This design comes from an exercise in tuning for small area, a short achievable clock period and few clock cycles on the open sky130 flow, not from production work. Only simulation tests tie the RTL to the original design; equivalence was not proved. Power and IR drop assume default switching activity.

**flow/config.mk**
```make
export PLATFORM = sky130hd
export DESIGN_NAME = boo_encoder
export DESIGN_NICKNAME = boo_encoder
export VERILOG_FILES = /design/flow/design.v
export SDC_FILE = /design/flow/constraint.sdc
export NUM_CORES = 4
export LEC_CHECK = 0
export CAP_MARGIN = 20
export CORE_MARGIN = 2
export CORE_UTILIZATION = 60
export SETUP_SLACK_MARGIN = 2.6
export SLEW_MARGIN = 20
```
**flow/constraint.sdc**
```tcl
create_clock -name core_clock -period 5.0 [get_ports {clk}]
set_input_delay 1.0000 -clock core_clock [delete_from_list [all_inputs] [get_ports {clk}]]
set_output_delay 1.0000 -clock core_clock [all_outputs]
set_load 0.01 [all_outputs]
```
**flow/design.v**
```verilog
module boo_encoder (
  input  wire       clk,
  input  wire       rst,         
  input  wire       in_valid,
  output wire       in_ready,
  input  wire [7:0] in_data,
  input  wire       in_eof,
  input  wire       in_err,
  output wire       out_valid,
  input  wire       out_ready,
  output wire [7:0] out_data,
  input  wire       out_err,
  output wire [2:0] seq,
  output wire [1:0] err
);
  localparam [2:0] PH_HDR  = 3'b000,    
                   PH_HLF  = 3'b001,    
                   PH_DAT  = 3'b010,    
                   PH_TRL  = 3'b011,    
                   PH_DONE = 3'b110,
                   PH_ABR  = 3'b100,    
                   PH_ABW  = 3'b101;    
  localparam [7:0] CH_CR = 8'h0D, CH_LF = 8'h0A;
  reg  [2:0] ph;
  reg        p_lf, p_c3, p_z;   
  reg        ov;
  reg  [7:0] od;
  reg        g1, g2;            
  reg  [6:0] acc;               
  reg        n0, n1, n78;       
  reg  [5:0] col;               
  reg        w4, w2;            
  reg  [1:0] fill;              
  reg        hd_v, hd_e, hd_z;
  reg  [7:0] hd_b;
  reg        ir_v, ir_e, ir_z;
  reg  [7:0] ir_b;
  assign out_valid = ov;
  assign out_data  = od;
  assign seq = {ph[2] & ~ph[1], ph[2] & ph[1], ph[1]};
  assign err = {ph[2] & ~ph[1] & ph[0], ph[2] & ~ph[1] & ~ph[0]};
  assign in_ready = ~ir_v;
  wire slot     = ~ov | out_ready;
  wire out_fire = ov & out_ready;
  wire in_fire  = in_valid & in_ready;
  wire rd_fail  = in_fire & in_err;
  wire wr_fail  = out_fire & out_err;
  wire       src_v = hd_v;
  wire [7:0] sb    = hd_b;
  wire       kE    = hd_e;
  wire       kZ    = hd_z;                       
  wire       kN    = ~kE & ~kZ;
  wire hdr = (ph == PH_HDR);
  wire g0  = ~g1 & ~g2;
  reg  pnd;                                      
  wire nb  = ~n0 & ~n1;                          
  wire f0  = (fill == 2'd0);
  wire b0  = ~hdr & g0;
  wire sil = kZ & b0 & (p_c3 | n0 | (nb & ~n78));
  wire s_lit  = ~hdr & ~g0;                                 
  wire s_run  = kZ & b0 & n1 & ~w2;                         
  wire s_cut  = kZ & b0 & n78;                              
  wire s_c0   = kN & b0 & n0 & ~w4;                         
  wire s_zl   = ~kZ & b0 & n1 & ~w4;                        
  wire s_tn   = ~kZ & b0 & nb;                              
  wire s_pad  = kE & b0 & n0 & ~f0 & ~w2;                   
  wire s_trl  = kE & b0 & n0 & f0;                          
  wire s_wrap = b0 & ((kZ & n1 & w2) | (kN & (n0 | n1) & w4) |
                      (kE & ((n1 & w4) | (n0 & ~f0 & w2))));
  wire s_hb   = hdr & ~kE;
  wire s_he   = hdr & kE;
  wire do_pend = pnd & slot;
  wire do_sil  = src_v & sil & (~p_c3 | slot);
  wire do_step = src_v & ~sil & ~pnd & slot;
  wire fin_step = (s_lit & ~kE) | s_run | s_cut | s_c0 | s_trl | s_hb | s_he;
  wire done     = do_sil | (do_step & fin_step);
  wire take     = ~hd_v | done;            
  wire [7:0] in_b = in_eof ? 8'h00 : in_data;
  wire       in_z = ~in_eof & (in_data == 8'h00);
  function [3:0] TU(input [2:0] u);       
    TU = {1'b0, u + 3'd3};
  endfunction
  wire       c_cr = ~pnd & (s_he | s_wrap | s_trl);
  wire       c_c1 = ~pnd & s_lit & g1;
  wire       c_c2 = ~pnd & s_lit & g2;
  wire       c_c0 = ~pnd & s_c0;
  wire       c_tn = ~pnd & s_tn;
  wire       c_tl = ~pnd & (s_run | s_cut | s_pad);
  wire [3:0] vl = ({4{p_lf}} & 4'hA) |
                  ({4{c_cr}} & 4'hD) |
                  ({4{p_c3}} & acc[3:0]) |
                  ({4{c_c1}} & sb[7:4]) |
                  ({4{c_c2}} & {acc[1:0], sb[7:6]}) |
                  ({4{c_c0}} & sb[5:2]) |
                  ({4{c_tn}} & acc[3:0]) |
                  ({4{c_tl}} & 4'hE);
  wire [3:0] vu = ({4{p_c3}} & TU({1'b0, acc[5:4]})) |
                  ({4{c_c1}} & TU({1'b0, acc[1:0]})) |
                  ({4{c_c2}} & TU({1'b0, acc[3:2]})) |
                  ({4{c_c0}} & TU({1'b0, sb[7:6]})) |
                  ({4{c_tn}} & TU(acc[6:4])) |
                  ({4{c_tl}} & 4'h7) |
                  ({4{p_z | (~pnd & s_zl)}} & 4'h3);       
  wire [7:0] ch = (~pnd & s_hb) ? sb : {vu, vl};
  wire op_load = do_step & (s_lit | s_c0);
  wire op_inc  = (do_sil & ~p_c3) | (do_step & s_run);
  wire op_set1 = (do_sil & p_c3) | (do_step & s_cut);
  wire op_set0 = (do_pend & p_c3) | (do_step & (s_zl | s_tn));
  wire col_clr  = do_step & s_wrap;
  wire col_inc1 = do_step & (s_run | s_pad);
  wire col_inc2 = do_step & (s_c0 | s_zl);
  reg  [2:0] ph_n;
  always @* begin
    ph_n = ph;
    if (do_step & s_trl) ph_n = PH_TRL;
    if (do_step & s_he)  ph_n = PH_HLF;
    if (out_fire && !pnd) begin
      if (ph == PH_HLF && ph_n == PH_HLF) ph_n = PH_DAT;
      if (ph == PH_TRL) ph_n = PH_DONE;
    end
  end
  always @(posedge clk) begin
    if (rst) begin
      ph <= PH_HDR;
      ov <= 1'b0;
    end else if (wr_fail) begin
      ph <= PH_ABW;
      ov <= 1'b0;
    end else if (rd_fail) begin
      ph <= PH_ABR;
      ov <= 1'b0;
    end else if (ph[2]) begin
      ov <= 1'b0;                       
    end else begin
      ph <= ph_n;
      if (ph_n == PH_DONE) ov <= 1'b0;
      else if (slot) ov <= do_pend | do_step;
    end
  end
  always @(posedge clk) begin
    if (rst) begin
      p_lf   <= 1'b0;
      p_c3   <= 1'b0;
      p_z    <= 1'b0;
      pnd    <= 1'b0;
      g1     <= 1'b0;
      g2     <= 1'b0;
      acc    <= 7'd0;
      n0     <= 1'b1;
      n1     <= 1'b0;
      n78    <= 1'b0;
      col    <= 6'd0;
      w4     <= 1'b0;
      w2     <= 1'b0;
      fill   <= 2'd0;
      hd_v   <= 1'b0;
      ir_v   <= 1'b0;
    end else begin
      if (do_pend) begin
        p_lf <= 1'b0;
        p_c3 <= 1'b0;
        p_z  <= 1'b0;
        pnd  <= 1'b0;
      end
      if (do_step & ((s_lit & g2) | s_wrap | s_trl | s_he | s_pad))
        pnd <= 1'b1;
      if (do_step) begin
        if (s_lit & g2) p_c3 <= 1'b1;
        if (s_wrap | s_trl | s_he) p_lf <= 1'b1;
        if (s_pad) p_z <= 1'b1;
        if (s_lit) begin
          g1 <= g0;                     
          g2 <= g1;
        end
        if (s_c0 | s_zl) g1 <= 1'b1;
        if (s_lit & kE) fill <= g1 ? 2'd2 : (f0 ? 2'd1 : fill);
        if (s_pad) fill <= fill - 2'd1;
      end
      if (op_load) begin
        acc <= {1'b0, sb[5:0]};
      end else if (op_inc) begin
        acc <= acc + 7'd1;
        n0  <= 1'b0;
        n1  <= n0;
        n78 <= (acc == 7'd77);
      end else if (op_set1) begin
        acc <= 7'd1;
        n0  <= 1'b0;
        n1  <= 1'b1;
        n78 <= 1'b0;
      end else if (op_set0) begin
        acc <= 7'd0;
        n0  <= 1'b1;
        n1  <= 1'b0;
        n78 <= 1'b0;
      end
      if (col_clr) begin
        col <= 6'd0;
        w4  <= 1'b0;
        w2  <= 1'b0;
      end else if (col_inc1) begin
        col <= col + 6'd1;
        w4  <= (col >= 6'd34);
        w2  <= w4;
      end else if (col_inc2) begin
        col <= col + 6'd2;
        w4  <= (col >= 6'd33);
        w2  <= (col >= 6'd34);
      end
      if (take) hd_v <= ir_v | (in_fire & ~in_err);
      ir_v <= (ir_v & ~take) | (in_fire & ~in_err & ~(take & ~ir_v));
    end
  end
  always @(posedge clk) begin
    if (slot) od <= ch;
    if (take) begin
      hd_b <= ir_v ? ir_b : in_b;
      hd_e <= ir_v ? ir_e : in_eof;
      hd_z <= ir_v ? ir_z : in_z;
    end
    if (in_ready) begin
      ir_b <= in_b;
      ir_e <= in_eof;
      ir_z <= in_z;
    end
  end
endmodule
```
**flow/flow/run.sh**
```bash
#!/bin/bash
# The standard layout, with plain buffers (not delay cells) on the ports.
set -euo pipefail
bash standard.sh 'BUFFER_PORTS_ARGS=-buffer_cell sky130_fd_sc_hd__buf_2' finish > standard_flow.log 2>&1
```
**flow/standard.sh**
```bash
#!/bin/bash
# synth_recipe.tcl (not shown) runs the flow's synth.tcl, then flattens the netlist and writes it again
# the make line also repeats each setting of config.mk as NAME=value (left out here)
make -C /OpenROAD-flow-scripts/flow DESIGN_CONFIG=/design/flow/config.mk WORK_HOME=/design/flow/orfs CLKGATE_MAP_FILE= SYNTH_SCRIPT=/design/flow/synth_recipe.tcl "${@:-finish}"
```
==> impl_metrics.env, run 1 <==
export IMPL_critPathMaxFanout=8
export IMPL_placed_cells=455
export IMPL_synth_cell_type_count=83
export IMPL_synth_edff_count=18
export IMPL_critical_path_cell_chain="and2b_2, and2_1, buf_2"
export IMPL_floorplan_initialDensity_pct=62.87
export IMPL_cts_root_buf="clkbuf_8"
export IMPL_avgSynthCellArea_um2=9.504
export IMPL_clkSlewWorstSetupHoldPaths_ns=0.07
export IMPL_dr_first_iter_drc_count=358
export IMPL_syn_area_um2=3526
export IMPL_cts_tree="yes"
export IMPL_synth_compound_area_share_pct=22.75
export IMPL_grt_pass1_wl_um=13570
export IMPL_tightest_slew_ns=0.5310
export IMPL_gr_total_overflow=0
export IMPL_slew_violations=0
export IMPL_vias_per_cell=6.209
export IMPL_crit_arrival_ns=1.25
export IMPL_synthAdderAreaFrac_pct=5.323
export IMPL_grtUsageTotal_pct=27.28
export IMPL_crit_type="register to primary output"
export IMPL_skew_ns=0.01517
export IMPL_ys_flop_type="dfxtp_1"
export IMPL_clkLatencyLatePin_ns=0.35
export IMPL_synth_top_area_share_pct=23.85
export IMPL_synth_nets=401
export IMPL_die_width_um=80.66
export IMPL_grt_max_degree=27
export IMPL_place_ws_ns=2.290
export IMPL_ys_ff_latch=60
export IMPL_grt_antenna_before_repair=0
export IMPL_period_minus_slack_ns=2.255
export IMPL_dp_hpwl_um=5703
export IMPL_status="timing/DRC/antenna clean"
export IMPL_grt_pass1_vias=2722
export IMPL_end_kind="primary output"
export IMPL_yosys_area_top_type="dfxtp_1"
export IMPL_synth_common_cells="42 x dfxtp_1, 37 x nor2_1, 34 x nand2_1"
export IMPL_drt_antenna_violating_nets=0
export IMPL_synth_cells=371
export IMPL_muxShareOfSynthArea_pct=1.739
export IMPL_cp_buffers_inverters=1
export IMPL_maxCapViolations=0
export IMPL_relSlewSlack_pct=64.27
export IMPL_fin_area_um2=3884
export IMPL_synthTopCellsByArea="dfxtp_1 24%, edfxtp_1 15%, ha_1 5.3%"
export IMPL_placed_cell_area_um2=3666
export IMPL_rsz0062_at_grt="false"
export IMPL_numClockSinks=60
export IMPL_seq_area_frac_synth_pct=39.18
export IMPL_vias=2943
export IMPL_synth_most_common_cell="dfxtp_1"
export IMPL_hold_buffers=0
export IMPL_htreeDepth=3
export IMPL_core_area_um2=5608
export IMPL_fmax_mhz=443.5
export IMPL_gp_congestion=0.9176
export IMPL_slowest_delay_ns=0.39
export IMPL_routed_wl_um=7848
export IMPL_synth_xor_area_share_pct=1.739
export IMPL_hp_class="register to register"
export IMPL_synth_top_family_by_area="simple AND/OR/NAND/NOR gates"
export IMPL_fin_nets=427
export IMPL_synth_async_sr_flop_share_pct=0
export IMPL_synth_simple_gate_area_share_pct=24.24
export IMPL_die_h_um=80.66
export IMPL_hold_violations=0
export IMPL_p_leak_nw=1.415
export IMPL_fin_setup_tns_ns=0
export IMPL_vdd_drop_max_mv=0.2312
export IMPL_fin_ws_ns=2.745
export IMPL_final_util_pct=69.25
export IMPL_stdcell_count=474
export IMPL_p_per_area_nw_per_um2=260.3
export IMPL_top_level_ports=30
export IMPL_portBuffers=29
export IMPL_cpLargestDelayFamily="simple AND/OR/NAND/NOR gates"
export IMPL_wl_per_cell_um=16.56
export IMPL_setup_viol=0
export IMPL_cts_buffers_inserted=9
export IMPL_drc=0
export IMPL_n_antenna_cell=0
export IMPL_critPathLaunchType="register"
export IMPL_dr_pass1_iters=5
export IMPL_fp_dieArea_um2=6506
export IMPL_syn_to_final_growth_pct=10.15
export IMPL_rows=27
export IMPL_cp_required_ns=4.00
export IMPL_clk_path_buf_depth=2
export IMPL_critPathSlowestCell="dfxtp_2"
export IMPL_drive_gt1_share_pct=22.39
export IMPL_post_route_period_util_pct=45.09
export IMPL_yosys_warnings=1
[stage by stage]
stage / power, mW / hold slack (ns)
2_1_floorplan: 0.5950 / 0.4266
3_3_place_gp: 0.6235 / 0.4429
3_5_place_dp: 0.6244 / 0.4599
4_1_cts: 1.013 / 0.4779
5_1_grt: 1.047 / 0.4989
6_report: 1.011 / 0.4717
[layout by cell type (no fill, tap or decap), types with 5 or more instances in the layout]
cell type / instances
mux2i_1: 5
and2_1: 6
ha_1: 15
a31oi_1: 6
a22o_1: 7
edfxtp_1: 18
nand3_1: 7
nor2_1: 37
dfxtp_1: 39
nand2_1: 34
nor2b_1: 5
xnor2_1: 6
a222oi_1: 6
a22oi_1: 7
a211oi_1: 5
buf_2: 29
a21oi_1: 16
o21ai_0: 16
inv_1: 20
clkbuf_8: 9
[report_power, final]
group | internal (mW) | switching (mW)
Combinational | 0.0349 | 0.0498
Clock | 0.182 | 0.213
Sequential | 0.520 | 0.0118
[kinds of logic (layout without fill, tap and decap cells)]
| logic type | Yosys count | in the layout |
|---|---|---|
| adders and majority gates | 15 | 15 |
| xor gates and xnor gates | 7 | 7 |
| AOI/OAI and AO/OA | 103 | 103 |
| muxes | 6 | 6 |
| buffers and inverters | 39 | 70 |
| DFF | 60 | 60 |
| and+or+nand+nor | 141 | 141 |
[final timing paths]
| kind | from | end | slack (ns) | depth (start not counted) |
|---|---|---|---|---|
| worst max-delay path | ph[1] | err[1] | 2.75 | 3 |
| worst min register to register | ir_b[6] | ir_b[6] | 0.47 | 2 |
| worst max register to register | hd_e | od[4] | 2.75 | 6 |
| worst min-delay path | ir_b[6] | ir_b[6] | 0.47 | 2 |
[state kept, by name, summed over array words and instances, names as in the netlist, 2 cells and up]
signal and count:
od 8, acc 7, hd_b 8, ph 3, col 6, fill 2, ir_b 8
[area by class of cell]
| type | instances | area (um2) |
|---|---|---|
| clock buffer | 9 | 123.9 |
| clock inverter | 7 | 52.55 |
| fill | 471 | 1724 |
| inverter | 22 | 85.08 |
| multi-input combinational | 272 | 1979 |
| sequential | 60 | 1385 |
| tap | 72 | 90.09 |
| timing repair buffer | 32 | 167.7 |
[timing repair]
item / 4_1_cts / 5_1_grt
pin swaps: 0 / 0
hold endpoints to repair: 0 / 0
endpoints found under the setup margin: 10 / 19
resized for setup: 0 / 8
buffers inserted: 3 / 0
[routing by layer]
layer	vias to the layer above	global-route usage (%)	wire, um
li1	1435	-	-
met1	1382	37.68	3615
met2	115	42.50	3598
met3	11	6.180	526
met4	0	8.475	107
met5	-	0	0
[worst reg2reg max path: stages, from the launching register on]
cell and delay (ns):
edfxtp_1 0.56, and3b_1 0.31, nand2_1 0.14, nand2_1 0.08
a21oi_1 0.37, nand2_1 0.17, o32a_1 0.38
Testbench counts, summed over its fixed seeds: cycles 37,727.
==> run 2: changes to the inputs <==
==> flow/flow/run.sh (replaced) <==
#!/bin/bash
# The standard layout, with plain buffers (not delay cells) on the ports and
# a clock tree of larger sink clusters without dummy balancing loads.
set -euo pipefail
bash standard.sh 'BUFFER_PORTS_ARGS=-buffer_cell sky130_fd_sc_hd__buf_2' \
  'CTS_ARGS=-sink_clustering_enable -repair_clock_nets -dont_use_dummy_load -sink_clustering_size 60 -sink_clustering_max_diameter 200' \
  finish > standard_flow.log 2>&1
--- a/flow/config.mk
+++ b/flow/config.mk
@@ -10,3 +10,3 @@
 export CORE_UTILIZATION = 60
-export SETUP_SLACK_MARGIN = 2.6
+export SETUP_SLACK_MARGIN = 2.8
 export SLEW_MARGIN = 20
==> run 2 against run 1 <==
- critical path depth did not move
- first-iteration DRC count fell by 42%
- clock skew rose by 0.0078 ns
- global-route usage rose by 0.31 points
- flip-flop and latch count did not move
- combinational power rose by 9.6%
- critical path type unchanged
- largest cell class unchanged
==> impl_metrics.env, run 2 <==
export IMPL_dp_hpwl_um=5830
export IMPL_layout_common_cells="37 x nor2_1, 34 x nand2_1, 34 x dfxtp_1"
export IMPL_r2r_cells=8
export IMPL_syn_to_final_growth_pct=12.88
export IMPL_hp_start="ir_b[6]"
export IMPL_drc=0
export IMPL_cts_root_buf="clkbuf_8"
export IMPL_end_kind="primary output"
export IMPL_cts_buffers_inserted=9
export IMPL_syn_area_um2=3526
export IMPL_rrSetupSlack_ns=2.90
export IMPL_wl_per_cell_um=17.13
export IMPL_htreeDepth=3
export IMPL_synth_cells=371
export IMPL_critPathMaxFanout=4
export IMPL_fin_setup_tns_ns=0
export IMPL_fillCellCount=464
export IMPL_hold_violations=0
export IMPL_ff_latch_area_um2=1396
export IMPL_grt_pass1_wl_um=13770
export IMPL_cp_buffers_inverters=1
export IMPL_ys_ff_latch=60
export IMPL_synth_nets=401
export IMPL_ys_flop_type="dfxtp_1"
export IMPL_synth_edff_count=18
export IMPL_synthTopCellsByArea="dfxtp_1 24%, edfxtp_1 15%, ha_1 5.3%"
export IMPL_grtUsageTotal_pct=27.59
export IMPL_portBuffers=29
export IMPL_post_route_period_util_pct=43.41
export IMPL_r2r_end="od[4]"
export IMPL_cpLargestDelayFamily="simple AND/OR/NAND/NOR gates"
export IMPL_endpoint="err[0]"
export IMPL_fp_dieArea_um2=6506
export IMPL_numClockSinks=60
export IMPL_yosys_area_top_type="dfxtp_1"
export IMPL_clkLatencyLatePin_ns=0.34
export IMPL_setup_viol=0
export IMPL_crit_type="register to primary output"
export IMPL_crit_arrival_ns=1.17
export IMPL_tightest_slew_ns=0.6044
export IMPL_rows=27
export IMPL_grt_max_degree=27
export IMPL_slowest_delay_ns=0.34
export IMPL_fin_ws_ns=2.829
export IMPL_core_area_um2=5608
export IMPL_hold_ws_ns=0.4700
export IMPL_top_level_ports=30
export IMPL_floorplan_initialDensity_pct=62.87
export IMPL_whs_path_depth=2
export IMPL_yosys_warnings=1
export IMPL_power_total_mw=0.9452
export IMPL_hold_buffers=0
export IMPL_drive_gt1_share_pct=25.86
export IMPL_cts_tree="yes"
export IMPL_clk_path_buf_depth=2
export IMPL_period_minus_slack_ns=2.171
export IMPL_p_per_area_nw_per_um2=237.5
export IMPL_relSlewSlack_pct=59.33
export IMPL_grt_pass1_vias=2917
export IMPL_critPathLaunchType="register"
export IMPL_seq_area_frac_synth_pct=39.18
export IMPL_synth_cell_type_count=83
export IMPL_die_h_um=80.66
export IMPL_synth_top_area_share_pct=23.85
export IMPL_mostFrequentLayoutCell="nor2_1"
export IMPL_synth_common_cells="42 x dfxtp_1, 37 x nor2_1, 34 x nand2_1"
export IMPL_critPathLaunch="ph[1]"
export IMPL_vias=3011
export IMPL_cp_required_ns=4.00
export IMPL_skew_ns=0.02293
export IMPL_final_util_pct=70.97
export IMPL_fmax_mhz=460.7
export IMPL_place_ws_ns=2.397
export IMPL_die_width_um=80.66
export IMPL_rsz0062_at_grt="true"
export IMPL_dr_pass1_iters=5
export IMPL_slew_violations=0
export IMPL_dr_first_iter_drc_count=206
export IMPL_critPathSlowestCell="dfxtp_4"
export IMPL_status="timing/DRC/antenna clean"
export IMPL_path_depth=3
export IMPL_clkSlewWorstSetupHoldPaths_ns=0.06
export IMPL_hp_class="register to register"
export IMPL_multiInputGateArea_um2=2019
export IMPL_avgSynthCellArea_um2=9.504
export IMPL_drt_antenna_violating_nets=0
export IMPL_reg_largest_list="hd_b: 8 flops, ir_b: 8 flops, od: 8 flops"
export IMPL_maxCapViolations=0
export IMPL_critical_path_cell_chain="and2b_2, and2_4, buf_6"
export IMPL_n_antenna_cell=0
export IMPL_vdd_drop_max_mv=0.2315
export IMPL_grt_antenna_before_repair=0
export IMPL_gr_total_overflow=0
export IMPL_fin_nets=438
export IMPL_gp_congestion=0.8812
export IMPL_r2r_start="fill[0]"
export IMPL_vias_per_cell=6.299
export IMPL_routed_wl_um=8189
export IMPL_synth_most_common_cell="dfxtp_1"
export IMPL_synth_async_sr_flop_share_pct=0
export IMPL_p_leak_nw=1.466
==> run 2: changes by cell type in the layout (fill, tap and decap cells not counted), sizes merged <==
cell      before  now
inv           23   22
clkinv         5    0
clkinvlp       1    0
buf           32   43
==> run 2: power breakdown <==
group          switching (mW)  leakage, nW  internal, mW
clock network           0.162       0.0647         0.159
logic                  0.0526        0.852        0.0402
registers              0.0110        0.550         0.520
total                   0.226         1.47         0.720
==> run 2: how the worst min path moves through the flow <==
stage / to / slack, ns
after floorplan: ir_b[6] / 0.43
after global placement: ir_b[6] / 0.46
after detailed placement: ir_b[6] / 0.47
after CTS: ir_b[6] / 0.48
after global routing: ir_b[0] / 0.50
final: ir_b[6] / 0.47
==> run 2: timing repair <==
action / CTS / global route
setup endpoints to repair: 20 / 27
hold endpoints to repair: 0 / 0
setup buffers: 4 / 10
pin swaps: 1 / 3
gates resized for setup: 8 / 16
==> run 2: per-layer routing <==
metal / global-route usage, % / part of all wire, % / vias up
met5: 0 / 0 / -
met4: 11.19 / 2.2 / 0
met3: 5.393 / 6.9 / 20
met2: 44.00 / 46 / 120
met1: 36.67 / 45 / 1417
li1: - / - / 1454
==> run 2: kinds of logic after synthesis <==
logic type	share of synthesized area (%)
AND/OR/NAND/NOR	24.24
AO/OA/AOI/OAI	22.75
flip-flops	39.18
buffers and inverters	5.039
adder cells (fa/ha/maj)	5.323
XOR/XNOR	1.739
multiplexers	1.739
==> run 2: area by class of cell <==
type                            instances  share of cell area [%]
Multi-Input combinational cell        272                   50.74
Sequential cell                        60                   35.08
Inverter                               22                   2.201
Clock buffer                            9                   3.112
Timing Repair Buffer                   43                   6.602
Tap cell                               72                   2.263
==> run 2: tightest hold or removal path: cells and delay by family, from the launching register on <==
family	cells	cell delay, ns
simple gates	1	0.04
compound gates	1	0.08
flops	1	0.31
==> run 2: through the flow <==
stage / instances / instance area, um2
finish: 478 / 3980
global route: 478 / 3980
CTS: 468 / 3847
detailed placement: 455 / 3671
global placement: 455 / 3671
floorplan: 371 / 3531
==> run 3: changes to the inputs <==
==> flow/flow/run.sh (replaced) <==
#!/bin/bash
# The standard layout, with plain buffers (not delay cells) on the ports and
# a clock tree of larger sink clusters without dummy balancing loads.
set -euo pipefail
bash standard.sh 'BUFFER_PORTS_ARGS=-buffer_cell sky130_fd_sc_hd__buf_2' \
  'CTS_ARGS=-sink_clustering_enable -repair_clock_nets -dont_use_dummy_load -sink_clustering_size 30 -sink_clustering_max_diameter 200' \
  finish > standard_flow.log 2>&1
==> run 3 against run 2 <==
- still clean
- maximum frequency did not move
- non-clock buffer count stayed put
- flip-flop and latch count unchanged
- sequential power is essentially flat
- worst hold slack stayed put
- first-iteration DRC count unchanged
- critical path type unchanged
- critical endpoint unchanged
==> impl_metrics.env, run 3 <==
export IMPL_status="timing/DRC/antenna clean"
export IMPL_seq_area_frac_synth_pct=39.18
export IMPL_yosys_area_top_type="dfxtp_1"
export IMPL_power_total_mw=0.9452
export IMPL_synth_most_common_cell="dfxtp_1"
export IMPL_gr_total_overflow=0
export IMPL_die_width_um=80.66
export IMPL_routed_wl_um=8189
export IMPL_avgSynthCellArea_um2=9.504
export IMPL_syn_area_um2=3526
export IMPL_fin_ws_ns=2.829
export IMPL_synth_cell_type_count=83
export IMPL_clkLatencyLatePin_ns=0.34
export IMPL_rsz0062_at_grt="true"
export IMPL_post_route_period_util_pct=43.41
export IMPL_end_kind="primary output"
export IMPL_mostFrequentLayoutCell="nor2_1"
export IMPL_fp_dieArea_um2=6506
export IMPL_syn_to_final_growth_pct=12.88
export IMPL_rows=27
export IMPL_gr_usage_met2_pct=44.00
export IMPL_vdd_drop_max_mv=0.2315
export IMPL_synth_cells=371
export IMPL_critPathLaunchType="register"
export IMPL_cts_tree="yes"
export IMPL_yosys_warnings=1
export IMPL_synthTopCellsByArea="dfxtp_1 24%, edfxtp_1 15%, ha_1 5.3%"
export IMPL_ys_ff_latch=60
export IMPL_tightest_slew_ns=0.6044
export IMPL_place_ws_ns=2.397
export IMPL_vias=3011
export IMPL_period_minus_slack_ns=2.171
export IMPL_cts_buffers_inserted=9
export IMPL_synth_common_cells="42 x dfxtp_1, 37 x nor2_1, 34 x nand2_1"
export IMPL_synth_async_sr_flop_share_pct=0
export IMPL_crit_arrival_ns=1.17
export IMPL_grt_max_degree=27
export IMPL_cp_required_ns=4.00
export IMPL_grtUsageTotal_pct=27.59
export IMPL_synth_edff_count=18
export IMPL_floorplan_initialDensity_pct=62.87
export IMPL_fin_nets=438
export IMPL_fin_setup_tns_ns=0
export IMPL_grt_pass1_wl_um=13770
export IMPL_die_h_um=80.66
export IMPL_grt_antenna_before_repair=0
export IMPL_reg_largest_list="hd_b: 8 flops, ir_b: 8 flops, od: 8 flops"
export IMPL_clk_path_buf_depth=2
export IMPL_hp_class="register to register"
export IMPL_grt_met3_usage_pct=5.393
export IMPL_fmax_mhz=460.7
export IMPL_grt_pass1_vias=2917
export IMPL_clkSlewWorstSetupHoldPaths_ns=0.06
export IMPL_vias_per_cell=6.299
export IMPL_slew_violations=0
export IMPL_drive_gt1_share_pct=25.86
export IMPL_top_level_ports=30
export IMPL_use_met1_pct=36.67
export IMPL_wl_per_cell_um=17.13
export IMPL_p_per_area_nw_per_um2=237.5
export IMPL_busiest_layer="met2"
export IMPL_ys_flop_type="dfxtp_1"
export IMPL_synth_nets=401
export IMPL_relSlewSlack_pct=59.33
export IMPL_dr_first_iter_drc_count=206
export IMPL_maxCapViolations=0
export IMPL_skew_ns=0.02293
export IMPL_setup_viol=0
export IMPL_drc=0
export IMPL_crit_type="register to primary output"
export IMPL_numClockSinks=60
export IMPL_dr_pass1_iters=5
export IMPL_n_antenna_cell=0
export IMPL_cts_root_buf="clkbuf_8"
export IMPL_gp_congestion=0.8812
export IMPL_synth_top_area_share_pct=23.85
export IMPL_p_leak_nw=1.466
export IMPL_portBuffers=29
export IMPL_layout_common_cells="37 x nor2_1, 34 x nand2_1, 34 x dfxtp_1"
export IMPL_hold_violations=0
export IMPL_core_area_um2=5608
export IMPL_htreeDepth=3
export IMPL_critPathMaxFanout=4
export IMPL_hold_ws_ns=0.4700
export IMPL_dp_hpwl_um=5830
export IMPL_drt_antenna_violating_nets=0
==> run 3: worst paths after layout <==
kind | cells past startpoint | slack [ns] | from | to
worst max-delay path | 3 | 2.83 | ph[1] | err[0]
worst max register to register | 8 | 2.90 | fill[0] | od[4]
worst min-delay path | 2 | 0.47 | ir_b[6] | ir_b[6]
worst min register to register | 2 | 0.47 | ir_b[6] | ir_b[6]
==> run 3: logic make-up (layout without fill, tap and decap cells) <==
kind of cell	Yosys count	after routing	share of synthesized area, %
flip-flops	60	60	39.18
buffers and inverters	39	74	5.039
AO/OA/AOI/OAI	103	103	22.75
multiplexers	6	6	1.739
adder cells (fa/ha/maj)	15	15	5.323
XOR/XNOR	7	7	1.739
AND/OR/NAND/NOR	141	141	24.24
==> run 3: through the flow <==
step	instance area (um2)	cells	util, %
after floorplan	3531	371	-
after global placement	3671	455	65.46
after detailed placement	3671	455	65.46
after CTS	3847	468	68.61
after global routing	3980	478	70.97
final	3980	478	70.97
==> run 3: final cells by class <==
| type | instances | area (um2) |
|---|---|---|
| sequential | 60 | 1396 |
| fill | 464 | 1628 |
| timing repair buffer | 43 | 262.8 |
| inverter | 22 | 87.58 |
| tap | 72 | 90.09 |
| clock buffer | 9 | 123.9 |
| multi-input combinational | 272 | 2019 |
==> run 3: timing repair <==
action	4_1_cts	5_1_grt
pin swaps	1	3
hold buffers	0	0
endpoints found under the setup margin	20	27
buffers inserted	4	10
gates resized for setup	8	16
==> run 3: metal layers <==
| layer | vias to the layer above | part of all wire [%] |
|---|---|---|
| met5 | - | 0 |
| met4 | 0 | 2.2 |
| met3 | 20 | 6.9 |
| met2 | 120 | 46 |
| met1 | 1417 | 45 |
| li1 | 1454 | - |
==> run 3: power breakdown <==
part / internal, mW / leakage, nW / total (mW) / switching, mW
Clock: 0.159 / 0.0647 / 0.321 / 0.162
Combinational: 0.0402 / 0.852 / 0.0928 / 0.0526
Sequential: 0.520 / 0.550 / 0.531 / 0.0110
Total: 0.720 / 1.47 / 0.945 / 0.226
==> run 3: worst max-delay path, stage by stage (launching register included) <==
cell and delay, ns:
dfxtp_4 0.34, and2b_2 0.23, and2_4 0.16, buf_6 0.11
==> run 4: changes to the inputs <==
--- a/flow/config.mk
+++ b/flow/config.mk
@@ -12 +12,2 @@
 export SLEW_MARGIN = 20
+export TNS_END_PERCENT = 0
==> run 4 against run 3 <==
- sequential power about the same
- clock power barely moved
- global-route usage is 0.14 points lower
- sequential share of layout area up 1.0 points
- still clean on timing, DRC and antenna
- largest power group unchanged
- maximum frequency fell by 3.0%
- synthesized cell count did not move
- highest routed layer unchanged
- critical path depth unchanged
- utilization down 2.5 points
==> impl_metrics.env, run 4 <==
export IMPL_status="timing/DRC/antenna clean"
export IMPL_fin_area_um2=3841
export IMPL_switchingPower_mw=0.2239
export IMPL_floorplan_initialDensity_pct=62.87
export IMPL_n_antenna_cell=0
export IMPL_hold_end="ir_b[6]"
export IMPL_gr_total_overflow=0
export IMPL_gr_usage_met2_pct=43.75
export IMPL_synth_cell_type_count=83
export IMPL_synth_xor_area_share_pct=1.739
export IMPL_tightest_slew_ns=0.5721
export IMPL_period_minus_slack_ns=2.238
export IMPL_grtUsageTotal_pct=27.45
export IMPL_portBuffers=29
export IMPL_placed_cell_area_um2=3671
export IMPL_synth_simple_gate_area_share_pct=24.24
export IMPL_drive_gt1_share_pct=21.27
export IMPL_crit_type="register to primary output"
export IMPL_sw_frac_of_total_pct=23.85
export IMPL_syn_to_final_growth_pct=8.942
export IMPL_numClockSinks=60
export IMPL_ys_ff_latch=60
export IMPL_dr_pass1_iters=5
export IMPL_hold_violations=0
export IMPL_layout_common_cells="37 x nor2_1, 37 x dfxtp_1, 34 x nand2_1"
export IMPL_synth_edff_count=18
export IMPL_die_h_um=80.66
export IMPL_synth_nets=401
export IMPL_hp_class="register to register"
export IMPL_whs_path_depth=2
export IMPL_p_per_area_nw_per_um2=244.4
export IMPL_clkLatencyLatePin_ns=0.34
export IMPL_cts_root_buf="clkbuf_8"
export IMPL_rsz0062_at_grt="true"
export IMPL_busiest_layer="met2"
export IMPL_maxCapViolations=0
export IMPL_avgSynthCellArea_um2=9.504
export IMPL_crit_arrival_ns=1.24
export IMPL_vias=2931
export IMPL_core_area_um2=5608
export IMPL_fin_setup_tns_ns=0
export IMPL_yosys_warnings=1
export IMPL_dp_hpwl_um=5830
export IMPL_syn_area_um2=3526
export IMPL_vdd_drop_max_mv=0.2322
export IMPL_top_level_ports=30
export IMPL_fin_nets=427
export IMPL_grt_met3_usage_pct=5.393
export IMPL_synthTopCellsByArea="dfxtp_1 24%, edfxtp_1 15%, ha_1 5.3%"
export IMPL_use_met1_pct=36.46
export IMPL_synthAdderAreaFrac_pct=5.323
export IMPL_fp_dieArea_um2=6506
export IMPL_multiInputGateArea_um2=1984
export IMPL_synth_cells=371
export IMPL_cp_required_ns=4.00
export IMPL_end_kind="primary output"
export IMPL_cts_buffers_inserted=9
export IMPL_muxShareOfSynthArea_pct=1.739
export IMPL_grt_pass1_wl_um=13690
export IMPL_clk_path_buf_depth=2
export IMPL_power_frac_seq_pct=56.7
export IMPL_critPathMaxFanout=8
export IMPL_reg_largest_list="hd_b: 8 flops, ir_b: 8 flops, od: 8 flops"
export IMPL_comb_power_share_pct=8.9
export IMPL_rows=27
export IMPL_cts_tree="yes"
export IMPL_grt_max_degree=27
export IMPL_r2r_cells=6
export IMPL_hp_start="ir_b[6]"
export IMPL_synth_top_family_by_area="simple AND/OR/NAND/NOR gates"
export IMPL_synth_top_area_share_pct=23.85
export IMPL_gp_congestion=0.8812
export IMPL_routed_wl_um=7890
export IMPL_fillCellCount=486
export IMPL_p_leak_nw=1.402
export IMPL_ff_latch_area_um2=1388
export IMPL_vias_per_cell=6.276
export IMPL_grt_antenna_before_repair=0
export IMPL_clkPwrFrac_pct=34.4
export IMPL_wl_per_cell_um=16.90
export IMPL_drc=0
export IMPL_skew_ns=0.02388
export IMPL_setup_viol=0
export IMPL_power_total_mw=0.9390
export IMPL_r2r_start="g2"
export IMPL_relSlewSlack_pct=61.51
export IMPL_seq_area_frac_synth_pct=39.18
export IMPL_synth_async_sr_flop_share_pct=0
export IMPL_rrSetupSlack_ns=2.82
export IMPL_p_int_mw=0.7151
export IMPL_clkSlewWorstSetupHoldPaths_ns=0.06
export IMPL_fmax_mhz=446.8
export IMPL_dr_first_iter_drc_count=181
export IMPL_die_width_um=80.66
export IMPL_slew_violations=0
export IMPL_synth_compound_area_share_pct=22.75
export IMPL_hold_buffers=0
export IMPL_ys_flop_type="dfxtp_1"
export IMPL_synth_common_cells="42 x dfxtp_1, 37 x nor2_1, 34 x nand2_1"
export IMPL_hold_ws_ns=0.4700
export IMPL_grt_pass1_vias=2909
export IMPL_yosys_area_top_type="dfxtp_1"
export IMPL_htreeDepth=3
export IMPL_drt_antenna_violating_nets=0
export IMPL_post_route_period_util_pct=44.76
export IMPL_r2r_end="hd_z"
export IMPL_synth_most_common_cell="dfxtp_1"
export IMPL_critPathLaunchType="register"
run 4: changes by cell type in the layout (fill, tap and decap cells not counted), moves of 2 or more:
cell	before	now
buf_4	14	3
dfxtp_1	34	37
and2_1	4	6
and2_4	2	0
buf_2	27	29
buf_6	2	0
dfxtp_4	2	0
run 4: power groups by stage:
stage / Clock (mW) / Sequential (mW) / Combinational (mW)
after floorplan: 0 / 0.542 / 0.0528
after global placement: 0 / 0.542 / 0.0810
after detailed placement: 0 / 0.543 / 0.0817
after CTS: 0.326 / 0.532 / 0.0832
after global routing: 0.347 / 0.534 / 0.0937
final: 0.323 / 0.532 / 0.0839
run 4: logic make-up (layout without fill, tap and decap cells):
logic type      Yosys count  count (layout)
compound gates          103             103
xor+xnor                  7               7
fa+ha+maj                15              15
buf+inv                  39              63
flops                    60              60
mux                       6               6
simple gates            141             141
run 4: layout make-up:
cell class                 instances  share of cell area (%)
multi-input combinational        272                   51.66
clock buffer                       9                   3.225
timing repair buffer              32                   4.365
inverter                          22                   2.280
sequential                        60                   36.12
tap                               72                   2.345
run 4: per-stage QoR:
stage | util, % | setup slack [ns] | instances
finish | 68.50 | 2.762 | 467
global route | 68.50 | 2.679 | 467
CTS | 68.25 | 2.753 | 467
detailed placement | 65.46 | 2.397 | 455
global placement | 65.46 | 2.443 | 455
floorplan | - | 2.721 | 371
run 4: worst max-delay path by stage:
stage | startpoint | slack [ns] | to
global placement | out_ready | 2.44 | col[4]
finish | ph[1] | 2.76 | err[0]
floorplan | out_ready | 2.72 | col[4]
global route | out_ready | 2.68 | acc[6]
detailed placement | out_ready | 2.40 | col[4]
CTS | ph[1] | 2.75 | err[1]
run 4: timing repair:
| item | in CTS | in global routing |
|---|---|---|
| setup buffers | 3 | 0 |
| pin swaps | 1 | 0 |
| hold endpoints to repair | 0 | 0 |
| resized for setup | 2 | 6 |
| setup endpoints to repair | 20 | 30 |
run 4: critical path, cell delays in order (launching register included):
cell and delay, ns:
dfxtp_2 0.39, and2b_2 0.25, and2_1 0.15, buf_2 0.13
run 4: routing by layer:
| layer | wire length, um | part of all wire [%] |
|---|---|---|
| met3 | 589 | 7.5 |
| met4 | 170 | 2.2 |
| met1 | 3558 | 45 |
| met5 | 0 | 0 |
| met2 | 3573 | 45 |
==> run 5: changes to the inputs <==
--- a/flow/config.mk
+++ b/flow/config.mk
@@ -10,4 +10,4 @@
 export CORE_UTILIZATION = 60
+export PLACE_DENSITY = 0.8
 export SETUP_SLACK_MARGIN = 2.8
 export SLEW_MARGIN = 20
-export TNS_END_PERCENT = 0
==> run 5 against run 4 <==
- still clean
- via count up 6.6%
- critical path depth stayed put
- maximum frequency rose by 1.3%
- synthesized cell count did not move
- wire length grew 9.7%
- setup slack gained 0.029 ns
- global-route usage up 0.62 points
- clock skew down 0.0074 ns
- non-clock buffer count rose by 16
- sequential share of layout area shrank 1.4 points
- count of clock-buffer cells in the layout stayed put
- utilization increased by 3.2 points
- highest routed layer unchanged
==> impl_metrics.env, run 5 <==
export IMPL_synth_cells=371
export IMPL_drt_antenna_violating_nets=0
export IMPL_crit_arrival_ns=1.21
export IMPL_power_frac_seq_pct=55.9
export IMPL_slowest_delay_ns=0.36
export IMPL_synth_top_area_share_pct=23.85
export IMPL_avgSynthCellArea_um2=9.504
export IMPL_clk_path_buf_depth=2
export IMPL_cts_tree="yes"
export IMPL_dp_hpwl_um=5886
export IMPL_yosys_warnings=1
export IMPL_p_int_mw=0.7211
export IMPL_cts_buffers_inserted=9
export IMPL_syn_to_final_growth_pct=14.02
export IMPL_place_ws_ns=2.370
export IMPL_synth_async_sr_flop_share_pct=0
export IMPL_drc=0
export IMPL_synth_cell_type_count=83
export IMPL_r2r_cells=6
export IMPL_fin_nets=443
export IMPL_relSlewSlack_pct=56.90
export IMPL_rrSetupSlack_ns=2.82
export IMPL_vias_per_cell=6.468
export IMPL_layout_common_cells="37 x nor2_1, 34 x nand2_1, 34 x dfxtp_1"
export IMPL_clkLatencyLatePin_ns=0.35
export IMPL_critPathMaxFanout=4
export IMPL_post_route_period_util_pct=44.17
export IMPL_portBuffers=29
export IMPL_yosys_area_top_type="dfxtp_1"
export IMPL_clkSlewWorstSetupHoldPaths_ns=0.06
export IMPL_cts_root_buf="clkbuf_8"
export IMPL_routed_wl_um=8657
export IMPL_dr_pass1_iters=6
export IMPL_synth_edff_count=18
export IMPL_synth_most_common_cell="dfxtp_1"
export IMPL_end_kind="primary output"
export IMPL_fp_dieArea_um2=6506
export IMPL_n_antenna_cell=0
export IMPL_synth_common_cells="42 x dfxtp_1, 37 x nor2_1, 34 x nand2_1"
export IMPL_top_level_ports=30
export IMPL_comb_power_share_pct=10.0
export IMPL_fin_setup_tns_ns=0
export IMPL_switchingPower_mw=0.2313
export IMPL_ys_flop_type="dfxtp_1"
export IMPL_critPathLaunchType="register"
export IMPL_reg_largest_list="hd_b: 8 flops, ir_b: 8 flops, od: 8 flops"
export IMPL_grt_pass1_vias=2931
export IMPL_status="timing/DRC/antenna clean"
export IMPL_skew_ns=0.01648
export IMPL_gp_congestion=0.8954
export IMPL_gr_total_overflow=0
export IMPL_rows=27
export IMPL_slew_violations=0
export IMPL_hold_violations=0
export IMPL_hp_class="register to register"
export IMPL_sw_frac_of_total_pct=24.28
export IMPL_seq_area_frac_synth_pct=39.18
export IMPL_p_per_area_nw_per_um2=236.9
export IMPL_cpLargestDelayFamily="simple AND/OR/NAND/NOR gates"
export IMPL_maxCapViolations=0
export IMPL_synthTopCellsByArea="dfxtp_1 24%, edfxtp_1 15%, ha_1 5.3%"
export IMPL_tightest_slew_ns=0.6406
export IMPL_syn_area_um2=3526
export IMPL_grt_antenna_before_repair=0
export IMPL_clkPwrFrac_pct=34.2
export IMPL_fin_ws_ns=2.791
export IMPL_p_leak_nw=1.484
export IMPL_floorplan_initialDensity_pct=62.87
export IMPL_rsz0062_at_grt="true"
export IMPL_setup_viol=0
export IMPL_cp_required_ns=4.00
export IMPL_fmax_mhz=452.8
export IMPL_whs_path_depth=2
export IMPL_critPathSlowestCell="dfxtp_4"
export IMPL_mostFrequentLayoutCell="nor2_1"
export IMPL_die_width_um=80.66
export IMPL_drive_gt1_share_pct=26.28
export IMPL_synth_nets=401
export IMPL_grtUsageTotal_pct=28.07
export IMPL_cp_buffers_inverters=1
export IMPL_grt_pass1_wl_um=13780
export IMPL_grt_max_degree=27
export IMPL_die_h_um=80.66
export IMPL_ys_ff_latch=60
export IMPL_crit_type="register to primary output"
export IMPL_htreeDepth=3
export IMPL_period_minus_slack_ns=2.209
export IMPL_wl_per_cell_um=17.92
export IMPL_dr_first_iter_drc_count=305
export IMPL_vdd_drop_max_mv=0.2013
export IMPL_core_area_um2=5608
export IMPL_vias=3124
export IMPL_numClockSinks=60
export IMPL_critical_path_cell_chain="and2b_2, and2_4, buf_6"
export IMPL_path_depth=3
export IMPL_hold_buffers=0
## run 5: layout make-up
class                           instances  area [um2]
Multi-Input combinational cell        272        2012
Fill cell                             432        1588
Sequential cell                        60        1396
Timing Repair Buffer                   48       310.3
Clock buffer                            9       123.9
Tap cell                               72       90.09
Inverter                               22       87.58
## run 5: per-stage QoR
step | total power, mW | util (%) | instance area, um2 | hold WS [ns] | std cells
finish | 0.9523 | 71.69 | 4020 | 0.4663 | 483
global route | 0.9877 | 71.69 | 4020 | 0.5036 | 483
CTS | 0.9476 | 69.41 | 3892 | 0.4721 | 474
detailed placement | 0.6246 | 65.46 | 3671 | 0.4581 | 455
global placement | 0.6234 | 65.46 | 3671 | 0.4516 | 455
floorplan | 0.5950 | - | 3531 | 0.4266 | 371
## run 5: repair_timing
action	in CTS	in global routing
buffers inserted	10	9
pin swaps	4	3
resized for setup	9	17
cloned	0	0
setup endpoints to repair	21	28
## run 5: cells by family after synthesis
kind of cell	Yosys count	synth area share [%]
xor gates and xnor gates	7	1.739
adders and majority gates	15	5.323
AOI/OAI and AO/OA	103	22.75
buffers and inverters	39	5.039
DFF	60	39.18
and+or+nand+nor	141	24.24
muxes	6	1.739
## run 5: final timing paths
check	startpoint	endpoint
max	ph[1]	err[0]
min	ir_b[6]	ir_b[6]
min reg2reg	ir_b[6]	ir_b[6]
max reg2reg	w2	hd_b[7]
## run 5: power by group through the flow
stage               registers, mW  clock network, mW  logic (mW)
CTS                         0.532              0.330      0.0860
floorplan                   0.542                  0      0.0528
detailed placement          0.542                  0      0.0821
global placement            0.542                  0      0.0815
global route                0.533              0.350       0.104
finish                      0.532              0.325      0.0951
## run 5: metal layers
layer	wire length (um)	track usage, %
met1	3662	35.25
met2	3948	43.67
met3	727	8.090
met4	319	14.58
met5	0	0
## run 5: worst register-to-register path: stages, from the launching register on
cell	delay, ns
dfxtp_1	0.52
nor2b_1	0.13
o21ai_0	0.27
a31oi_1	0.16
o31ai_1	0.35
a22oi_1	0.13
nand2b_2	0.33
==> run 6: changes to the inputs <==
--- a/flow/config.mk
+++ b/flow/config.mk
@@ -10,4 +10,4 @@
 export CORE_UTILIZATION = 60
-export PLACE_DENSITY = 0.8
 export SETUP_SLACK_MARGIN = 2.8
 export SLEW_MARGIN = 20
+export TNS_END_PERCENT = 20
==> run 6 against run 5 <==
- cell area down 3.0%
- maximum frequency down 1.4%
- worst hold slack better by 0.0037 ns
- critical path depth unchanged
- sequential power about the same
- critical endpoint unchanged
- highest routed layer unchanged
==> impl_metrics.env, run 6 <==
export IMPL_skew_ns=0.02246
export IMPL_hp_start="ir_b[6]"
export IMPL_layout_common_cells="39 x dfxtp_1, 37 x nor2_1, 34 x nand2_1"
export IMPL_critPathMaxFanout=8
export IMPL_placed_cell_area_um2=3671
export IMPL_hold_end="ir_b[6]"
export IMPL_ys_flop_type="dfxtp_1"
export IMPL_reg_largest_list="hd_b: 8 flops, ir_b: 8 flops, od: 8 flops"
export IMPL_dp_hpwl_um=5830
export IMPL_die_h_um=80.66
export IMPL_synth_nets=401
export IMPL_vias_per_cell=6.297
export IMPL_crit_type="register to primary output"
export IMPL_fmax_mhz=446.6
export IMPL_numClockSinks=60
export IMPL_rrSetupSlack_ns=2.83
export IMPL_whs_path_depth=2
export IMPL_vdd_drop_max_mv=0.2324
export IMPL_htreeDepth=3
export IMPL_synthTopCellsByArea="dfxtp_1 24%, edfxtp_1 15%, ha_1 5.3%"
export IMPL_die_width_um=80.66
export IMPL_rsz0062_at_grt="true"
export IMPL_synth_most_common_cell="dfxtp_1"
export IMPL_end_kind="primary output"
export IMPL_cts_tree="yes"
export IMPL_syn_area_um2=3526
export IMPL_r2r_cells=6
export IMPL_status="timing/DRC/antenna clean"
export IMPL_hold_ws_ns=0.4700
export IMPL_r2r_start="g1"
export IMPL_setup_viol=0
export IMPL_synth_top_area_share_pct=23.85
export IMPL_wl_per_cell_um=16.86
export IMPL_grt_pass1_vias=2909
export IMPL_seq_area_frac_synth_pct=39.18
export IMPL_maxCapViolations=0
export IMPL_synth_async_sr_flop_share_pct=0
export IMPL_tightest_slew_ns=0.5742
export IMPL_dr_first_iter_drc_count=200
export IMPL_clkSlewWorstSetupHoldPaths_ns=0.06
export IMPL_cts_buffers_inserted=9
export IMPL_ys_ff_latch=60
export IMPL_synth_edff_count=18
export IMPL_gp_congestion=0.8812
export IMPL_period_minus_slack_ns=2.239
export IMPL_top_level_ports=30
export IMPL_grt_antenna_before_repair=0
export IMPL_synth_cells=371
export IMPL_drive_gt1_share_pct=22.25
export IMPL_grtUsageTotal_pct=27.47
export IMPL_cp_required_ns=4.00
export IMPL_fp_dieArea_um2=6506
export IMPL_syn_to_final_growth_pct=10.57
export IMPL_critPathLaunchType="register"
export IMPL_fin_setup_tns_ns=0
export IMPL_mostFrequentLayoutCell="dfxtp_1"
export IMPL_p_leak_nw=1.428
export IMPL_vias=2972
export IMPL_yosys_area_top_type="dfxtp_1"
export IMPL_hp_class="register to register"
export IMPL_routed_wl_um=7958
export IMPL_hold_violations=0
export IMPL_hold_buffers=0
export IMPL_synth_common_cells="42 x dfxtp_1, 37 x nor2_1, 34 x nand2_1"
export IMPL_drc=0
export IMPL_floorplan_initialDensity_pct=62.87
export IMPL_avgSynthCellArea_um2=9.504
export IMPL_relSlewSlack_pct=61.36
export IMPL_core_area_um2=5608
export IMPL_drt_antenna_violating_nets=0
export IMPL_slew_violations=0
export IMPL_r2r_end="od[2]"
export IMPL_gr_total_overflow=0
export IMPL_clkLatencyLatePin_ns=0.34
export IMPL_n_antenna_cell=0
export IMPL_dr_pass1_iters=6
export IMPL_synth_cell_type_count=83
export IMPL_grt_pass1_wl_um=13700
export IMPL_portBuffers=29
export IMPL_fin_nets=432
export IMPL_yosys_warnings=1
export IMPL_grt_max_degree=27
export IMPL_crit_arrival_ns=1.24
export IMPL_cts_root_buf="clkbuf_8"
export IMPL_fin_area_um2=3899
export IMPL_post_route_period_util_pct=44.79
export IMPL_final_util_pct=69.52
export IMPL_fillCellCount=481
export IMPL_rows=27
export IMPL_clk_path_buf_depth=2
export IMPL_p_per_area_nw_per_um2=242.0
[run 6: layout make-up]
cell class / instances / area (um2) / share of cell area (%)
tap: 72 / 90.09 / 2.311
sequential: 60 / 1385 / 35.53
timing repair buffer: 37 / 205.2 / 5.263
inverter: 22 / 87.58 / 2.246
clock buffer: 9 / 123.9 / 3.177
multi-input combinational: 272 / 2007 / 51.48
[run 6: through the flow]
step / total power, mW / setup WS [ns] / std cells
after floorplan: 0.5950 / 2.721 / 371
after global placement: 0.6226 / 2.443 / 455
after detailed placement: 0.6242 / 2.397 / 455
after CTS: 0.9410 / 2.753 / 467
after global routing: 0.9789 / 2.689 / 472
final: 0.9436 / 2.761 / 472
[run 6: power by group]
part	internal, mW	leakage, nW	switching [mW]
clock network	0.160	0.0647	0.164
logic	0.0377	0.816	0.0506
registers	0.521	0.547	0.0116
[run 6: how the worst max path moves through the flow]
stage / end / from / slack (ns)
global placement: col[4] / out_ready / 2.44
global route: err[0] / ph[1] / 2.69
detailed placement: col[4] / out_ready / 2.40
CTS: err[1] / ph[1] / 2.75
floorplan: col[4] / out_ready / 2.72
finish: err[0] / ph[1] / 2.76
[run 6: critical path, stage by stage (launching register included)]
cell and delay (ns):
dfxtp_2 0.39, and2b_2 0.25, and2_1 0.15, buf_2 0.13
[run 6: metal layers]
layer | GRT usage [%] | part of all wire, %
met1 | 36.53 | 45
met2 | 43.75 | 46
met3 | 5.393 | 7.3
met4 | 11.19 | 1.6
met5 | 0 | 0
[run 6: logic make-up after synthesis]
kind of cell / share of synthesized area, %
DFF: 39.18
AOI/OAI and AO/OA: 22.75
xor gates and xnor gates: 1.739
muxes: 1.739
buffers and inverters: 5.039
and+or+nand+nor: 24.24
adders and majority gates: 5.323
[run 6: repair_timing]
item | in CTS | in global routing
buffers inserted | 3 | 5
endpoints found under the hold margin | 0 | 0
gates resized for setup | 3 | 8
pin swaps | 1 | 1
endpoints found under the setup margin | 20 | 30
==> run 7: changes to the inputs <==
--- a/flow/config.mk
+++ b/flow/config.mk
@@ -10,4 +10,4 @@
 export CORE_UTILIZATION = 60
+export GPL_TIMING_DRIVEN = 1
 export SETUP_SLACK_MARGIN = 2.8
 export SLEW_MARGIN = 20
-export TNS_END_PERCENT = 20
==> run 7 against run 6 <==
- sequential share of layout area fell by 0.44 points
- critical path depth stayed put
- combinational power rose by 5.0%
- global-route usage rose by 0.12 points
- via count up 1.3%
- synthesized area stayed put
- maximum frequency is 3.2% higher
- largest cell class unchanged
==> impl_metrics.env, run 7 <==
export IMPL_place_ws_ns=2.397
export IMPL_top_level_ports=30
export IMPL_hp_start="ir_b[6]"
export IMPL_htreeDepth=3
export IMPL_floorplan_initialDensity_pct=62.87
export IMPL_placed_cell_area_um2=3671
export IMPL_critPathLaunchType="register"
export IMPL_relSlewSlack_pct=59.33
export IMPL_rsz0062_at_grt="true"
export IMPL_synth_top_area_share_pct=23.85
export IMPL_setup_viol=0
export IMPL_synth_nets=401
export IMPL_drc=0
export IMPL_crit_arrival_ns=1.17
export IMPL_fmax_mhz=460.7
export IMPL_synth_most_common_cell="dfxtp_1"
export IMPL_synth_cell_type_count=83
export IMPL_core_area_um2=5608
export IMPL_power_total_mw=0.9452
export IMPL_grt_pass1_wl_um=13770
export IMPL_cts_tree="yes"
export IMPL_critPathLaunch="ph[1]"
export IMPL_dp_hpwl_um=5830
export IMPL_hold_violations=0
export IMPL_end_kind="primary output"
export IMPL_n_antenna_cell=0
export IMPL_cpLargestDelayFamily="simple AND/OR/NAND/NOR gates"
export IMPL_period_minus_slack_ns=2.171
export IMPL_r2r_cells=8
export IMPL_critPathSlowestCell="dfxtp_4"
export IMPL_hold_end="ir_b[6]"
export IMPL_fin_setup_tns_ns=0
export IMPL_cp_buffers_inverters=1
export IMPL_synth_common_cells="42 x dfxtp_1, 37 x nor2_1, 34 x nand2_1"
export IMPL_whs_path_depth=2
export IMPL_maxCapViolations=0
export IMPL_fin_area_um2=3980
export IMPL_vias_per_cell=6.299
export IMPL_clkSlewWorstSetupHoldPaths_ns=0.06
export IMPL_ys_ff_latch=60
export IMPL_die_width_um=80.66
export IMPL_yosys_area_top_type="dfxtp_1"
export IMPL_yosys_warnings=1
export IMPL_hold_buffers=0
export IMPL_mostFrequentLayoutCell="nor2_1"
export IMPL_vias=3011
export IMPL_grt_pass1_vias=2917
export IMPL_drive_gt1_share_pct=25.86
export IMPL_drt_antenna_violating_nets=0
export IMPL_wl_per_cell_um=17.13
export IMPL_grt_antenna_before_repair=0
export IMPL_final_util_pct=70.97
export IMPL_cts_buffers_inserted=9
export IMPL_crit_type="register to primary output"
export IMPL_critPathMaxFanout=4
export IMPL_skew_ns=0.02293
export IMPL_synth_async_sr_flop_share_pct=0
export IMPL_portBuffers=29
export IMPL_rrSetupSlack_ns=2.90
export IMPL_grt_max_degree=27
export IMPL_clk_path_buf_depth=2
export IMPL_hold_ws_ns=0.4700
export IMPL_reg_largest_list="hd_b: 8 flops, ir_b: 8 flops, od: 8 flops"
export IMPL_slowest_delay_ns=0.34
export IMPL_status="timing/DRC/antenna clean"
export IMPL_gp_congestion=0.8812
export IMPL_synth_cells=371
export IMPL_cp_required_ns=4.00
export IMPL_routed_wl_um=8189
export IMPL_ys_flop_type="dfxtp_1"
export IMPL_cts_root_buf="clkbuf_8"
export IMPL_p_per_area_nw_per_um2=237.5
export IMPL_r2r_end="od[4]"
export IMPL_vdd_drop_max_mv=0.2315
export IMPL_avgSynthCellArea_um2=9.504
export IMPL_rows=27
export IMPL_p_leak_nw=1.466
export IMPL_synthTopCellsByArea="dfxtp_1 24%, edfxtp_1 15%, ha_1 5.3%"
export IMPL_placed_cells=455
export IMPL_seq_area_frac_synth_pct=39.18
export IMPL_tightest_slew_ns=0.6044
export IMPL_fin_ws_ns=2.829
export IMPL_critical_path_cell_chain="and2b_2, and2_4, buf_6"
export IMPL_numClockSinks=60
export IMPL_dr_pass1_iters=5
export IMPL_syn_to_final_growth_pct=12.88
export IMPL_syn_area_um2=3526
export IMPL_die_h_um=80.66
export IMPL_gr_total_overflow=0
export IMPL_fin_nets=438
export IMPL_fp_dieArea_um2=6506
export IMPL_stdcell_count=478
export IMPL_post_route_period_util_pct=43.41
export IMPL_slew_violations=0
export IMPL_grtUsageTotal_pct=27.59
export IMPL_clkLatencyLatePin_ns=0.34
export IMPL_synth_edff_count=18
export IMPL_hp_class="register to register"
export IMPL_layout_common_cells="37 x nor2_1, 34 x nand2_1, 34 x dfxtp_1"
export IMPL_dr_first_iter_drc_count=206
export IMPL_r2r_start="fill[0]"
run 7: area by class of cell:
cell class	count	area, um2
well taps	72	90.09
fillers	464	1628
clock buffers	9	123.9
inverters	22	87.58
repair buffers	43	262.8
multi-input cells	272	2019
flip-flops and latches	60	1396
run 7: worst register-to-register path, stage by stage, from the launching register on:
cell,delay (ns)
dfxtp_1,0.32
inv_1,0.06
ha_1,0.21
and3b_1,0.25
nand2_1,0.14
nand2_1,0.10
a21oi_2,0.28
nand2_1,0.15
o32a_1,0.36
run 7: logic make-up (layout without fill, tap and decap cells):
| group | count (synthesis) | count (layout) | synth area share (%) |
|---|---|---|---|
| AND/OR/NAND/NOR | 141 | 141 | 24.24 |
| adder cells (fa/ha/maj) | 15 | 15 | 5.323 |
| multiplexers | 6 | 6 | 1.739 |
| AO/OA/AOI/OAI | 103 | 103 | 22.75 |
| flip-flops | 60 | 60 | 39.18 |
| buffers and inverters | 39 | 74 | 5.039 |
| XOR/XNOR | 7 | 7 | 1.739 |
run 7: per-layer routing:
layer	vias to the layer above	wire length (um)	GRT usage [%]
li1	1454	-	-
met1	1417	3697	36.67
met2	120	3747	44.00
met3	20	562	5.393
met4	0	181	11.19
met5	-	0	0
run 7: power by group:
| part | leakage [nW] | total, mW | internal (mW) | switching, mW |
|---|---|---|---|---|
| clock network | 0.0647 | 0.321 | 0.159 | 0.162 |
| registers | 0.550 | 0.531 | 0.520 | 0.0110 |
| logic | 0.852 | 0.0928 | 0.0402 | 0.0526 |
| total | 1.47 | 0.945 | 0.720 | 0.226 |
run 7: worst max-delay path by stage:
stage | to | slack, ns | cells after the start
after global routing | w4 | 2.78 | 8
after floorplan | col[4] | 2.72 | 7
final | err[0] | 2.83 | 3
after detailed placement | col[4] | 2.40 | 8
after CTS | acc[6] | 2.79 | 8
after global placement | col[4] | 2.44 | 8
run 7: what timing repair did:
action | 4_1_cts | 5_1_grt
gates resized for setup | 8 | 16
endpoints found under the setup margin | 20 | 27
buffers inserted | 4 | 10
pin swaps | 1 | 3
==> run 8: changes to the inputs <==
--- a/flow/config.mk
+++ b/flow/config.mk
@@ -9,4 +9,3 @@
 export CORE_MARGIN = 2
-export CORE_UTILIZATION = 60
-export GPL_TIMING_DRIVEN = 1
+export CORE_UTILIZATION = 50
 export SETUP_SLACK_MARGIN = 2.8
==> run 8 against run 7 <==
- first-iteration DRC count up 62%
- cell area increased by 2.7%
- combinational power rose by 2.4%
- register-to-register slack about the same
- critical path type unchanged
- clock skew rose by 0.0056 ns
- count of clock-buffer cells in the layout did not move
- flip-flop and latch count stayed put
- critical path depth unchanged
- via count is 0.63% higher
- synthesized area stayed put
- still clean
- worst hold slack worse by 0.0093 ns
- highest routed layer unchanged
==> impl_metrics.env, run 8 <==
export IMPL_fin_setup_tns_ns=0
export IMPL_power_frac_seq_pct=56.1
export IMPL_met1_length_um=3977
export IMPL_fin_nets=446
export IMPL_switchingPower_mw=0.2263
export IMPL_critPathLaunchType="register"
export IMPL_synth_cell_type_count=83
export IMPL_comb_power_share_pct=10.0
export IMPL_grt_max_degree=27
export IMPL_period_minus_slack_ns=2.206
export IMPL_floorplan_initialDensity_pct=51.90
export IMPL_grt_pass1_wl_um=13830
export IMPL_p_leak_nw=1.510
export IMPL_top_level_ports=30
export IMPL_maxCapViolations=0
export IMPL_cts_buffers_inserted=9
export IMPL_mostFrequentLayoutCell="nor2_1"
export IMPL_synth_top_area_share_pct=23.85
export IMPL_n_antenna_cell=0
export IMPL_numClockSinks=60
export IMPL_grtUsageTotal_pct=23.27
export IMPL_vias_per_cell=5.941
export IMPL_synthTopCellsByArea="dfxtp_1 24%, edfxtp_1 15%, ha_1 5.3%"
export IMPL_syn_area_um2=3526
export IMPL_syn_to_final_growth_pct=15.97
export IMPL_die_h_um=87.98
export IMPL_wl_per_cell_um=16.58
export IMPL_hold_violations=0
export IMPL_relSlewSlack_pct=61.82
export IMPL_sw_frac_of_total_pct=23.87
export IMPL_layout_common_cells="37 x nor2_1, 34 x nand2_1, 34 x dfxtp_1"
export IMPL_dr_first_iter_drc_count=334
export IMPL_rrSetupSlack_ns=2.90
export IMPL_skew_ns=0.02853
export IMPL_vdd_drop_max_mv=0.2099
export IMPL_final_util_pct=60.18
export IMPL_gr_total_overflow=0
export IMPL_clkSlewWorstSetupHoldPaths_ns=0.07
export IMPL_fp_dieArea_um2=7740
export IMPL_synth_most_common_cell="dfxtp_1"
export IMPL_status="timing/DRC/antenna clean"
export IMPL_hp_class="register to register"
export IMPL_htreeDepth=3
export IMPL_clkPwrFrac_pct=33.9
export IMPL_cts_root_buf="clkbuf_8"
export IMPL_avgSynthCellArea_um2=9.504
export IMPL_portBuffers=29
export IMPL_grt_pass1_vias=2770
export IMPL_crit_type="register to primary output"
export IMPL_wl_met3_um=443
export IMPL_setup_viol=0
export IMPL_core_area_um2=6794
export IMPL_dr_pass1_iters=6
export IMPL_routed_wl_um=8454
export IMPL_fmax_mhz=453.3
export IMPL_vias=3030
export IMPL_p_per_area_nw_per_um2=231.9
export IMPL_rows=30
export IMPL_ys_ff_latch=60
export IMPL_gp_congestion=0.8758
export IMPL_end_kind="primary output"
export IMPL_synth_async_sr_flop_share_pct=0
export IMPL_crit_arrival_ns=1.21
export IMPL_tightest_slew_ns=0.5683
export IMPL_p_int_mw=0.7218
export IMPL_grt_antenna_before_repair=0
export IMPL_synth_common_cells="42 x dfxtp_1, 37 x nor2_1, 34 x nand2_1"
export IMPL_rsz0062_at_grt="true"
export IMPL_slew_violations=0
export IMPL_die_width_um=87.98
export IMPL_highest_layer="met4"
export IMPL_drt_antenna_violating_nets=0
export IMPL_cp_required_ns=4.00
export IMPL_reg_largest_list="hd_b: 8 flops, ir_b: 8 flops, od: 8 flops"
export IMPL_yosys_area_top_type="dfxtp_1"
export IMPL_dp_hpwl_um=5854
export IMPL_synth_nets=401
export IMPL_cts_tree="yes"
export IMPL_dr_wl_met2_um=3831
export IMPL_yosys_warnings=1
export IMPL_drc=0
export IMPL_clkLatencyLatePin_ns=0.35
export IMPL_hold_buffers=0
export IMPL_clk_path_buf_depth=2
export IMPL_synth_edff_count=18
export IMPL_seq_area_frac_synth_pct=39.18
export IMPL_ys_flop_type="dfxtp_1"
export IMPL_critPathMaxFanout=3
export IMPL_post_route_period_util_pct=44.12
export IMPL_drive_gt1_share_pct=27.05
export IMPL_synth_cells=371
-- run 8: cell counts after synthesis --
Identical to the previous run, type by type.
-- run 8: area by class of cell --
| class | count | area [um2] |
|---|---|---|
| Clock buffer | 9 | 123.9 |
| Sequential cell | 60 | 1396 |
| Inverter | 22 | 87.58 |
| Tap cell | 96 | 120.1 |
| Timing Repair Buffer | 51 | 332.8 |
| Multi-Input combinational cell | 272 | 2028 |
| Fill cell | 601 | 2705 |
-- run 8: worst paths after layout --
path	start	end	cells past startpoint
hold / removal	ir_b[6]	ir_b[6]	2
setup reg to reg	hd_z	acc[1]	7
hold reg to reg	ir_b[6]	ir_b[6]	2
setup / recovery	ph[1]	err[1]	3
-- run 8: cell families after synthesis --
logic type	Yosys count	synth area share (%)
multiplexers	6	1.739
flip-flops	60	39.18
buffers and inverters	39	5.039
AND/OR/NAND/NOR	141	24.24
XOR/XNOR	7	1.739
AO/OA/AOI/OAI	103	22.75
adder cells (fa/ha/maj)	15	5.323
-- run 8: critical path: stages (launching register included) --
cell     delay [ns]
dfxtp_4        0.36
and2b_2        0.24
and2_4         0.16
buf_6          0.11
-- run 8: metrics by stage --
step           instances  hold WS [ns]  area, um2  power [mW]  worst slack (ns)
5_1_grt              510        0.4963       4089      0.9919             2.716
6_report             510        0.4607       4089      0.9480             2.794
4_1_cts              499        0.4714       3921      0.9535             2.742
3_3_place_gp         479        0.4571       3701      0.6241             2.401
2_1_floorplan        371        0.4266       3531      0.5950             2.721
3_5_place_dp         479        0.4579       3701      0.6248             2.350
-- run 8: metal layers --
| layer | track usage [%] | up-vias |
|---|---|---|
| li1 | - | 1468 |
| met1 | 32.57 | 1432 |
| met2 | 34.02 | 105 |
| met3 | 6.126 | 25 |
| met4 | 9.650 | 0 |
| met5 | 0 | - |
-- run 8: what timing repair did --
item | in CTS | in global routing
pin swaps | 3 | 2
buffers inserted | 11 | 11
resized for setup | 8 | 20
setup endpoints to repair | 23 | 27
-- run 8: power by group through the flow --
stage,Clock (mW),Sequential [mW],Combinational (mW)
2_1_floorplan,0,0.542,0.0528
3_3_place_gp,0,0.542,0.0819
3_5_place_dp,0,0.542,0.0826
4_1_cts,0.337,0.531,0.0856
5_1_grt,0.354,0.534,0.104
6_report,0.322,0.532,0.0950

-- re-timing with driven ports --
The flow's constraints put no driver on any port. The routed layouts listed below were extracted and timed again, unchanged, in two steps. Step 1: set_driving_cell puts a clkbuf_16 on clk and a buf_2 on each other input, an assumption about the parent block. Step 2 adds t to the input delays and takes it off the output delays; t is the mean of the earliest and latest rising clock arrival at the registers after step 1. Input paths then give back, and output paths get back, about the clock's delay inside the block. Slacks: ideal / step 1 / step 2; pairs: ideal / step 1.
run	t (ns)	setup WS [ns]	worst slew at a driven data input, ns	pins driven straight from the clock port
run 1	0.371	2.745 / 2.714 / 2.388	0.03	1
run 2	0.360	2.829 / 2.801 / 2.532	0.03	1
run 3	0.360	2.829 / 2.801 / 2.532	0.03	1
run 4	0.361	2.762 / 2.733 / 2.446	0.03	1
run 5	0.371	2.791 / 2.763 / 2.517	0.03	1
run 6	0.360	2.761 / 2.732 / 2.511	0.03	1
run 7	0.360	2.829 / 2.801 / 2.532	0.03	1
run 8	0.365	2.794 / 2.764 / 2.513	0.03	1
After both steps setup and hold are still met in every run listed. For run 1, which loses most, drivers alone change the setup slack by -0.031 ns; drivers and shift together by -0.357 ns.
